This is an optimization exercise on Yosys and OpenROAD, whose aim is small area, a short achievable clock period and few clock cycles per item, not a production implementation. The RTL was checked by simulation tests, not by an equivalence proof against the original design.

build 95:
// wrs_fmd
module wrs_fmd (
    input  wire               clk,
    input  wire               rst,         
    input  wire               cfg_valid,
    input  wire        [15:0] cfg_gain,    
    input  wire               in_valid,
    output wire               in_ready,
    input  wire signed [15:0] in_i,
    input  wire signed [15:0] in_q,
    output wire               out_valid,
    input  wire               out_ready,
    output wire signed [15:0] out_y        
);
Size in the first run: about 1400 flip-flops, ~0.12 mm2 of cells after synthesis.
Settings: LEC_CHECK=0, CAP_MARGIN=20, CORE_MARGIN=2, CORE_UTILIZATION=40, CTS_CLUSTER_DIAMETER=100, CTS_CLUSTER_SIZE=22, PLACE_DENSITY=0.6, SLEW_MARGIN=20; clock period 11.0 ns.
standard.sh (not shown) runs the stock make flow with config.mk's settings and CLKGATE_MAP_FILE= SYNTH_SCRIPT=/design/flow/synth_recipe.tcl, a recipe that flattens the netlist after the stock synthesis.
==> flow/flow/run.sh <==
#!/bin/bash
# The standard layout (standard synthesis unchanged), with setup repair
# aiming further below the clock period.  make's output goes to
# standard.log; each ORFS step keeps its own log under orfs/logs/.
bash standard.sh SETUP_SLACK_MARGIN=6.75 finish > standard.log 2>&1
Testbench counts of build 95, summed over its fixed seeds: cycles 4,264, items 4,096.
[inputs] build 26 vs build 95
Settings: changing PLACE_DENSITY from 0.6 to 0.7; changing CORE_UTILIZATION from 40 to 55.
==> flow/flow/run.sh <==
#!/bin/bash
# The standard layout (standard synthesis unchanged), with setup repair
# aiming further below the clock period.  make's output goes to
# standard.log; each ORFS step keeps its own log under orfs/logs/.
bash standard.sh SETUP_SLACK_MARGIN=6.5 finish > standard.log 2>&1
[summary]
- No stage failed in build 26, and the final checks on the layout all came back clean.
- Count of buffers not belonging to the clock network in the layout sits lower in build 26 than in build 95.
- On headroom to the max-slew limit: build 26 sits below build 95.
- Build 26: initial antenna violation count is 1 lower than what build 95 reported.
- Build 26 vs build 95: number of cells in the design after placement down by a little under 10%
- Changes observed in build 26 relative to build 95: cell area went down 0.0037 mm2; antenna diode instance count went up 5; worst hold slack went up 0.029 ns; final critical-path required period held.
diff inputs: build 26 => build 84
Settings: CTS_CLUSTER_DIAMETER now 110, was 100; CTS_CLUSTER_SIZE now 26, was 22.
==> flow/flow/run.sh <==
#!/bin/bash
# The standard layout (standard synthesis unchanged), with setup repair
# aiming further below the clock period.  make's output goes to
# standard.log; each ORFS step keeps its own log under orfs/logs/.
bash standard.sh SETUP_SLACK_MARGIN=6.75 finish > standard.log 2>&1
==> run summary <==
- Both conditions hold for build 84: the flow ran to the end and the final layout passed the timing, design-rule and antenna checks.
- On build 84: met2 global-route usage is 0.30 points higher than what build 26 gave.
- Relative to build 26, met1 track utilization from global routing increased by 0.21 points in build 84.
- Of build 26 and build 84, the run reporting the higher total CTS buffers was build 26.
The inputs of build 51 differ from those of build 84 as listed below.
Settings: CORE_UTILIZATION now 65, was 55; PLACE_DENSITY now 0.8, was 0.7; CTS_CLUSTER_SIZE now 22, was 26; CTS_CLUSTER_DIAMETER now 100, was 110.
Build 84 finished every step from synthesis to the final layout, and the layout passed the timing, design-rule and antenna checks.
Build 51 | status: complete | timing, DRC, antenna: pass
The via count reported for build 51 is higher than the one for build 84.
Row pre-CTS setup slack: build 51 lower / build 84 higher
On number of global-route vias before repair, the higher figure sits with build 51, not build 84.
Going from build 84 to build 51, final-layout fill cell count shrinks by 4450.
Where overall routed net length is concerned, build 84 is outperformed by build 51.
Diff build 84 -> build 51 | initial DRC count | up by more than 10%
Diff build 84 -> build 51: worst stage delay on the critical path shows no meaningful change; worst setup slack shows a reduction of 0.082 ns.
Modified inputs, build 96 compared to build 51
Settings: setting GPL_TIMING_DRIVEN to 1 for the first time; changing PLACE_DENSITY from 0.8 to 0.7; changing CORE_UTILIZATION from 65 to 55.
## What came out
In terms of layout net count, build 51 and build 96 differ only marginally. Build 96 against build 51: sequential share of layout area held, clock-pin slew of the registers on the worst-case setup and hold paths roughly the same. Critical path depth: build 96 vs build 51 down 17%. Taking build 51 as the reference, in build 96 cell count increased by 428 relative to the old numbers; placed cell count has increased; fraction of area in multi-input gates went down 0.35 points. Build 96 completed end to end with timing, DRC and antenna clean.
diff inputs: build 96 => build 52
Settings: a deleted GPL_TIMING_DRIVEN that had been 1.
==> flow/flow/run.sh <==
#!/bin/bash
# The standard layout (standard synthesis unchanged), with setup repair
# aiming further below the clock period.  make's output goes to
# standard.log; each ORFS step keeps its own log under orfs/logs/.
bash standard.sh SETUP_SLACK_MARGIN=7.0 finish > standard.log 2>&1
Findings:
When build 52 is measured against build 96, its core utilization turns out 1.4 points higher.
Of build 96 and build 52, build 96 shows the higher sequential share of layout area, with build 52 below it.
Going from build 96 to build 52, number of optimization iterations in the first detailed-route pass went down by 1; slack of the critical path about even; detailed-route wire length on metal 1 was more or less identical.
Relative to build 96, count of buffers not belonging to the clock network in the layout has gone up in build 52.
Going from build 96 to build 52, number of global-route vias before repair picked up an extra 759, met1 layer usage reported by global route rose by 0.30 points.


Starting RTL as in the previous note.
Settings: LEC_CHECK=0, CAP_MARGIN=20, CORE_MARGIN=2, CORE_UTILIZATION=55, CTS_CLUSTER_DIAMETER=100, CTS_CLUSTER_SIZE=22, PLACE_DENSITY=0.7, SLEW_MARGIN=20; clock period 11.0 ns.
==> flow/flow/run.sh <==
#!/bin/bash
# The standard layout (standard synthesis unchanged), with setup repair
# aiming further below the clock period.  make's output goes to
# standard.log; each ORFS step keeps its own log under orfs/logs/.
bash standard.sh SETUP_SLACK_MARGIN=6.75 finish > standard.log 2>&1
The first run finished with timing, DRC and antenna clean.
Testbench counts at the start, summed over its fixed seeds: cycles 4,264, items 4,096.
Next try:
CORE_UTILIZATION = 60   (was 55)
PLACE_DENSITY = 0.72   (was 0.7)
The new run finished clean.
Cell count came out lower by 1.3%.
Final area is about the same.
Non-clock buffer count came out higher by 14.
Worst hold slack improves by 0.0041 ns.
Global-route usage came out higher by 1.6 points.
Routed wire length came out lower by 3.6%.
Via count came out higher by 0.41%.
Clock skew came out lower by 0.012 ns.
Register-to-register slack degrades by 0.03 ns.


wrs_fmd, a different RTL version from the one above (not shown whole).
Size: roughly 10000 cells after synthesis, roughly 1400 flip-flops, about 120000 um2 of cells after synthesis.
export LEC_CHECK = 0
export CAP_MARGIN = 20
export CORE_MARGIN = 2
export CORE_UTILIZATION = 40
export CTS_CLUSTER_DIAMETER = 100
export CTS_CLUSTER_SIZE = 22
export PLACE_DENSITY = 0.6
export SLEW_MARGIN = 20
create_clock -name core_clock -period 11.0 [get_ports {clk}]
Scripts as last shown in full above: flow/flow/run.sh
Testbench counts at the start, summed over its fixed seeds: cycles 4,264, items 4,096.
Rerun with:
==> flow/flow/run.sh (replaced) <==
#!/bin/bash
# The standard layout (standard synthesis unchanged), with setup repair
# aiming further below the clock period.  make's output goes to
# standard.log; each ORFS step keeps its own log under orfs/logs/.
bash standard.sh SETUP_SLACK_MARGIN=6.5 finish > standard.log 2>&1
- global-route usage falls by 0.78 points
- sequential share of layout area goes up by 0.81 points
- area after synthesis stays the same
- design area came out lower by 2.5%
- critical path depth goes up by 2
- clock skew increases by 7.7 ps
- non-clock buffer count decreases by 140
- wire length goes down by 2.9%


== old ==
wrs_fmd again, from the RTL that the note above started with.
export LEC_CHECK = 0
export CAP_MARGIN = 20
export CORE_MARGIN = 2
export CORE_UTILIZATION = 40
export PLACE_DENSITY = 0.6
export SLEW_MARGIN = 20
create_clock -name core_clock -period 11.0 [get_ports {clk}]
==> flow/flow/run.sh <==
#!/bin/bash
# The standard layout (standard synthesis unchanged), with setup repair
# aiming further below the clock period.  make's output goes to
# standard.log; each ORFS step keeps its own log under orfs/logs/.
bash standard.sh SETUP_SLACK_MARGIN=7.0 finish > standard.log 2>&1
old went all the way through synthesis, placement and routing and the layout is clean on timing, DRC and antenna.
Testbench counts of old, summed over its fixed seeds: cycles 4,264, items 4,096.
The inputs of new differ from those of old as listed below.
==> flow/flow/run.sh <==
#!/bin/bash
# The standard layout (standard synthesis unchanged), with setup repair
# aiming further below the clock period.  make's output goes to
# standard.log; each ORFS step keeps its own log under orfs/logs/.
bash standard.sh SETUP_SLACK_MARGIN=6.5 finish > standard.log 2>&1
Results
Critical path data arrival time, old and new: larger value in new
Share of the final layout cell area in sequential cells, old and new: lower on old
Summary of the comparison: clock period minus worst slack is higher in new, relative to old.
new -> old: clock skew flat

what the ideal ports hide:
The results above use ideal ports. As a check the final layouts listed here were re-extracted and re-timed, cells and wires unchanged. Step 1: set_driving_cell puts a clkbuf_16 on clk and a buf_2 on each other input, an assumption about the parent block. Step 2, shift: input delay + t, output delay - t, t = (earliest + latest rising clock arrival at the registers) / 2. This alone moves slack from input paths to output paths. Three values: ideal, step 1, step 2; two values: the first two.
run	shift t [ns]	setup WS [ns]	worst setup path at the end	worst register clock-pin slew, ns
build 95	0.926	6.604 / 6.604 / 6.366	input to register	0.10 / 0.10
build 26	0.851	6.605 / 6.605 / 6.391	input to register	0.10 / 0.10
build 84	0.840	6.727 / 6.727 / 6.348	input to register	0.11 / 0.11
build 51	0.833	6.645 / 6.645 / 6.547	input to register	0.10 / 0.10
build 96	0.853	6.667 / 6.667 / 6.393	input to register	0.10 / 0.10
build 52	0.855	6.665 / 6.665 / 6.388	input to register	0.10 / 0.10
the first run of note 2	0.853	6.667 / 6.667 / 6.393	input to register	0.10 / 0.10
the second run of note 2	0.838	6.634 / 6.634 / 6.329	input to register	0.10 / 0.10
the first run of note 3	0.950	6.399 / 6.399 / 6.306	input to register	0.10 / 0.10
the second run of note 3	0.946	6.455 / 6.455 / 6.320	input to register	0.10 / 0.10
old	0.938	6.477 / 6.477 / 6.301	input to register	0.07 / 0.07
new	0.939	6.422 / 6.422 / 6.355	input to register	0.07 / 0.07
After both steps setup and hold are still met in every run listed. The setup slack of build 84, which loses most, moves by 0.000 ns with the drivers and by -0.379 ns with both steps.
